Context: an optimization exercise on an open-source flow, tuned for small area, a short achievable clock period and few clock cycles. The choices shown serve that exercise and are no tape-out recipe. In this exercise RTL edits were held to simulation tests only and were not proved equivalent to the original.

==> inputs of indigo <==
==> flow/design.v (excerpt) <==
module pscb_encoder (
    input  wire        clk,
    input  wire        rst,
    input  wire        in_valid,
    output wire        in_ready,
    input  wire [15:0] in_data,
    input  wire        in_last,
    output wire        out_valid,
    input  wire        out_ready,
    output wire [7:0]  out_data,
    output wire        out_last
);
    localparam CAP = 40;
    localparam P_IDLE = 5'd0;
    localparam P_TAG  = 5'd1;
    localparam P_RAW  = 5'd2;
    localparam P_A    = 5'd3;
    localparam P_W    = 5'd4;
    localparam P_SB   = 5'd5;
    localparam P_SIG  = 5'd6;
    localparam P_O    = 5'd7;
    localparam P_17   = 5'd8;
    localparam P_OB   = 5'd9;
    localparam P_OUT  = 5'd10;
    localparam P_N    = 5'd11;
    localparam P_FL   = 5'd12;
    localparam P_S    = 5'd13;
    localparam P_SEGS = 5'd14;
    localparam P_SEGL = 5'd15;
    localparam P_FIN  = 5'd16;
    localparam P_OUTB = 5'd17;
    localparam K_OBF  = 4'd0;     
    localparam K_A    = 4'd1;
    localparam K_W    = 4'd2;
    localparam K_SB   = 4'd3;
    localparam K_SIG  = 4'd4;
    localparam K_PAD  = 4'd5;
    localparam K_O    = 4'd6;
    localparam K_17   = 4'd7;
    localparam K_OB   = 4'd8;
    localparam K_OUT  = 4'd9;
    localparam K_N    = 4'd10;
    localparam K_FL   = 4'd11;
    localparam K_S    = 4'd12;
    localparam K_SEG  = 4'd13;
    localparam K_RAW  = 4'd14;
    localparam K_SEGL = 4'd15;
    integer k, p;
    reg [64*17-1:0] ring;
    reg        wr;            
    reg [15:0] ir;
    reg        ir_small;
    reg [5:0]  ir_idx;
    reg [5:0]  pos0;          
    wire clr = wr && (ir_idx == 6'd0);
    integer q;
    always @(posedge clk) begin
  ...
Settings: LEC_CHECK=0, CAP_MARGIN=20, CORE_MARGIN=2, CORE_UTILIZATION=50, PLACE_DENSITY=0.65, SETUP_SLACK_MARGIN=5, SLEW_MARGIN=20; clock period 12.0 ns.
standard.sh (not shown) runs the stock make flow with config.mk's settings and CLKGATE_MAP_FILE= SYNTH_SCRIPT=/design/flow/synth_recipe.tcl, a recipe that flattens the netlist after the stock synthesis.
==> flow/flow/run.sh <==
#!/bin/bash
set -euo pipefail
bash standard.sh SETUP_SLACK_MARGIN=8 finish > standard.log 2>&1
==> fjord (differences from indigo) <==
--- a/flow/design.v
+++ b/flow/design.v
@@ -157,14 +157,15 @@
     reg [3:0]  pa;
     reg [15:0] sr [0:3];
     reg  [3:0]  dvn;          
     reg  [16:0] ldd [0:3];    
     reg [15:0] th [0:3];
     reg [6:0]  C [1:16];
     reg [6:0]  Acnt;
+    reg [3:0]  lac_r, lst_r;   
     reg [5:0]  Scnt;
     reg [1:0]  wi;
     reg        con;           
     reg        awld;          
     reg [6:0]  cm_r [0:3];
     reg [1:0]  wi_r, wi_r2;   
     reg        aw_r;
@@ -556,14 +557,16 @@
                 xv[k] <= ({k[2:0], 4'd0} < nin);
                 pv[k] <= 16'd0;
             end
             hp    <= 4'd0;
             pa    <= 4'd0;
             Acnt  <= 7'd0;
             Scnt  <= 6'd0;
+            lac_r <= 4'd0;
+            lst_r <= 4'd0;
             bestg <= 11'd0;
             w     <= 5'd1;
         end else if (an_on) begin
             at    <= at + 5'd1;
             l1on  <= (at <= 5'd15);
             fixon <= (at == 5'd16);
             con   <= (at >= 5'd20) && (at <= 5'd23);
@@ -578,21 +581,23 @@
                     pa[k] <= lact[k];
                     if (lact[k]) begin
                         pv[k] <= xa[k];
                         hp[k] <= 1'b1;
                         if (k != 0 && !hp[k]) fa[k] <= xa[k];
                     end
                 end
-                Acnt <= Acnt + {4'd0, pop4(lact)};
-                Scnt <= Scnt + {3'd0, pop4(lact & ~pa)};
-            end
-            if (fixon) begin
-                Scnt <= Scnt - {4'd0, pop4({1'b0, sr[2][15] & sr[3][0], sr[1][15] & sr[2][0],
-                                            sr[0][15] & sr[1][0]})};
             end
+            lac_r <= l1on ? lact : 4'd0;
+            lst_r <= l1on ? (lact & ~pa) : 4'd0;
+            Acnt  <= Acnt + {4'd0, pop4(lac_r)};
+            if (fixon)
+                Scnt <= Scnt + {3'd0, pop4(lst_r)} -
+                        {4'd0, pop4({1'b0, sr[2][15] & sr[3][0], sr[1][15] & sr[2][0], sr[0][15] & sr[1][0]})};
+            else
+                Scnt <= Scnt + {3'd0, pop4(lst_r)};
             if (con) begin
                 bestg <= cg;
                 w     <= cw;
             end
             if (awld)
                 O <= Acnt - C[w];
             if (at == 5'd26) begin
==> flow/flow/run.sh (replaced) <==
#!/bin/bash
set -euo pipefail
bash standard.sh SETUP_SLACK_MARGIN=7.6 finish > standard.log 2>&1
==> flow/config.mk (replaced) <==
export PLATFORM = sky130hd
export DESIGN_NAME = pscb_encoder
export DESIGN_NICKNAME = pscb_encoder
export VERILOG_FILES = /design/flow/design.v
export SDC_FILE = /design/flow/constraint.sdc
export NUM_CORES = 4
export LEC_CHECK = 0
export CAP_MARGIN = 20
export CORE_MARGIN = 2
export CORE_UTILIZATION = 58
export PLACE_DENSITY = 0.72
export SETUP_SLACK_MARGIN = 5
export SLEW_MARGIN = 20
==> cedar (differences from indigo) <==
--- a/flow/design.v
+++ b/flow/design.v
@@ -157,14 +157,15 @@
     reg [3:0]  pa;
     reg [15:0] sr [0:3];
     reg  [3:0]  dvn;          
     reg  [16:0] ldd [0:3];    
     reg [15:0] th [0:3];
     reg [6:0]  C [1:16];
     reg [6:0]  Acnt;
+    reg [3:0]  lac_r, lst_r;   
     reg [5:0]  Scnt;
     reg [1:0]  wi;
     reg        con;           
     reg        awld;          
     reg [6:0]  cm_r [0:3];
     reg [1:0]  wi_r, wi_r2;   
     reg        aw_r;
@@ -556,14 +557,16 @@
                 xv[k] <= ({k[2:0], 4'd0} < nin);
                 pv[k] <= 16'd0;
             end
             hp    <= 4'd0;
             pa    <= 4'd0;
             Acnt  <= 7'd0;
             Scnt  <= 6'd0;
+            lac_r <= 4'd0;
+            lst_r <= 4'd0;
             bestg <= 11'd0;
             w     <= 5'd1;
         end else if (an_on) begin
             at    <= at + 5'd1;
             l1on  <= (at <= 5'd15);
             fixon <= (at == 5'd16);
             con   <= (at >= 5'd20) && (at <= 5'd23);
@@ -578,21 +581,23 @@
                     pa[k] <= lact[k];
                     if (lact[k]) begin
                         pv[k] <= xa[k];
                         hp[k] <= 1'b1;
                         if (k != 0 && !hp[k]) fa[k] <= xa[k];
                     end
                 end
-                Acnt <= Acnt + {4'd0, pop4(lact)};
-                Scnt <= Scnt + {3'd0, pop4(lact & ~pa)};
-            end
-            if (fixon) begin
-                Scnt <= Scnt - {4'd0, pop4({1'b0, sr[2][15] & sr[3][0], sr[1][15] & sr[2][0],
-                                            sr[0][15] & sr[1][0]})};
             end
+            lac_r <= l1on ? lact : 4'd0;
+            lst_r <= l1on ? (lact & ~pa) : 4'd0;
+            Acnt  <= Acnt + {4'd0, pop4(lac_r)};
+            if (fixon)
+                Scnt <= Scnt + {3'd0, pop4(lst_r)} -
+                        {4'd0, pop4({1'b0, sr[2][15] & sr[3][0], sr[1][15] & sr[2][0], sr[0][15] & sr[1][0]})};
+            else
+                Scnt <= Scnt + {3'd0, pop4(lst_r)};
             if (con) begin
                 bestg <= cg;
                 w     <= cw;
             end
             if (awld)
                 O <= Acnt - C[w];
             if (at == 5'd26) begin
==> flow/flow/run.sh (replaced) <==
#!/bin/bash
set -euo pipefail
bash standard.sh SETUP_SLACK_MARGIN=7.6 finish > standard.log 2>&1
==> comparison table <==
| metric | cedar | fjord | indigo |
|---|---|---|---|
| Outcome | complete, no violations | complete, no violations | complete, no violations |
| Simple-gate share of the synthesized area | 13.1% | 13.1% | 12.6% |
| Count of flip-flops with a built-in enable after synthesis | 669 | 669 | 661 |
| Footprint of the flip-flops and latches | 49200 sq um | 49200 sq um | 49000 sq um |
| Die boundary width | 456 um | 423 um | 454 um |
| Hold slack final | 326 ps | 326 ps | 329 ps |
| Floorplan die area | 208000 sq um | 179000 sq um | 206000 sq um |
| Cell Count Post-Placement | 12200 | 11800 | 12100 |
| Number of global-route vias before repair | 77300 | 78000 | 78100 |
| Endpoint of the most critical register-to-register path | r2_d[12] | r1_x[2] | Acnt[6] |
| Number of tapcells | 2672 | 2325 | 2672 |
| Post-synthesis share of cell area spent on xor and xnor gates | 6.44% | 6.44% | 6.54% |
| Clock latency reported for the late side of the worst-skew pair | 910 ps | 900 ps | 900 ps |
| Post-CTS Setup Bufs | 15 | 24 | 197 |
| Fraction of cell area in non-clock buffers | 2.26% | 2.32% | 4.17% |
| Layout cell share with drive strength beyond 1 | 10.4% | 10.7% | 15.6% |
| Worst endpoint data arrival time | 5090 ps | 5050 ps | 4940 ps |
| Cell count of the worst reg-to-reg path | 16 | 12 | 13 |
| Iteration-0 DRC count of the detailed router | 9262 | 10800 | 10900 |
Testbench counts of indigo, summed over its fixed seeds: cycles 23,279.
Testbench counts of fjord, summed over its fixed seeds: cycles 23,279.
Testbench counts of cedar, summed over its fixed seeds: cycles 23,279.

[port drivers added, routing unchanged]
The flow's constraints put no driver on any port. The routed layouts listed below were extracted and timed again, unchanged, in two steps. Step 1 assumes that a clkbuf_16 drives the clock port and a buf_2 every other input. Step 2 moves the port delays by t, midway between the first and last clock arrival at a register: inputs arrive t later, outputs are due t later. That takes back most of the time a late clock gives input paths. a / b / c = ideal ports / drivers / drivers and shift; a / b = the first two.
run | t (ns) | slack for setup (ns) | latest minus earliest clock arrival (ns) | worst data-port slew with drivers (ns) | cell pins on the clock port's net
indigo | 0.969 | 7.677 / 7.677 / 7.184 | 0.058 / 0.058 | 0.04 | 1
fjord | 0.964 | 7.605 / 7.605 / 6.913 | 0.070 / 0.071 | 0.05 | 1
cedar | 0.972 | 7.498 / 7.498 / 6.955 | 0.080 / 0.080 | 0.04 | 1
After both steps every run listed still meets setup and hold. For fjord, which loses most, drivers alone change the setup slack by 0.000 ns; drivers and shift together by -0.692 ns.
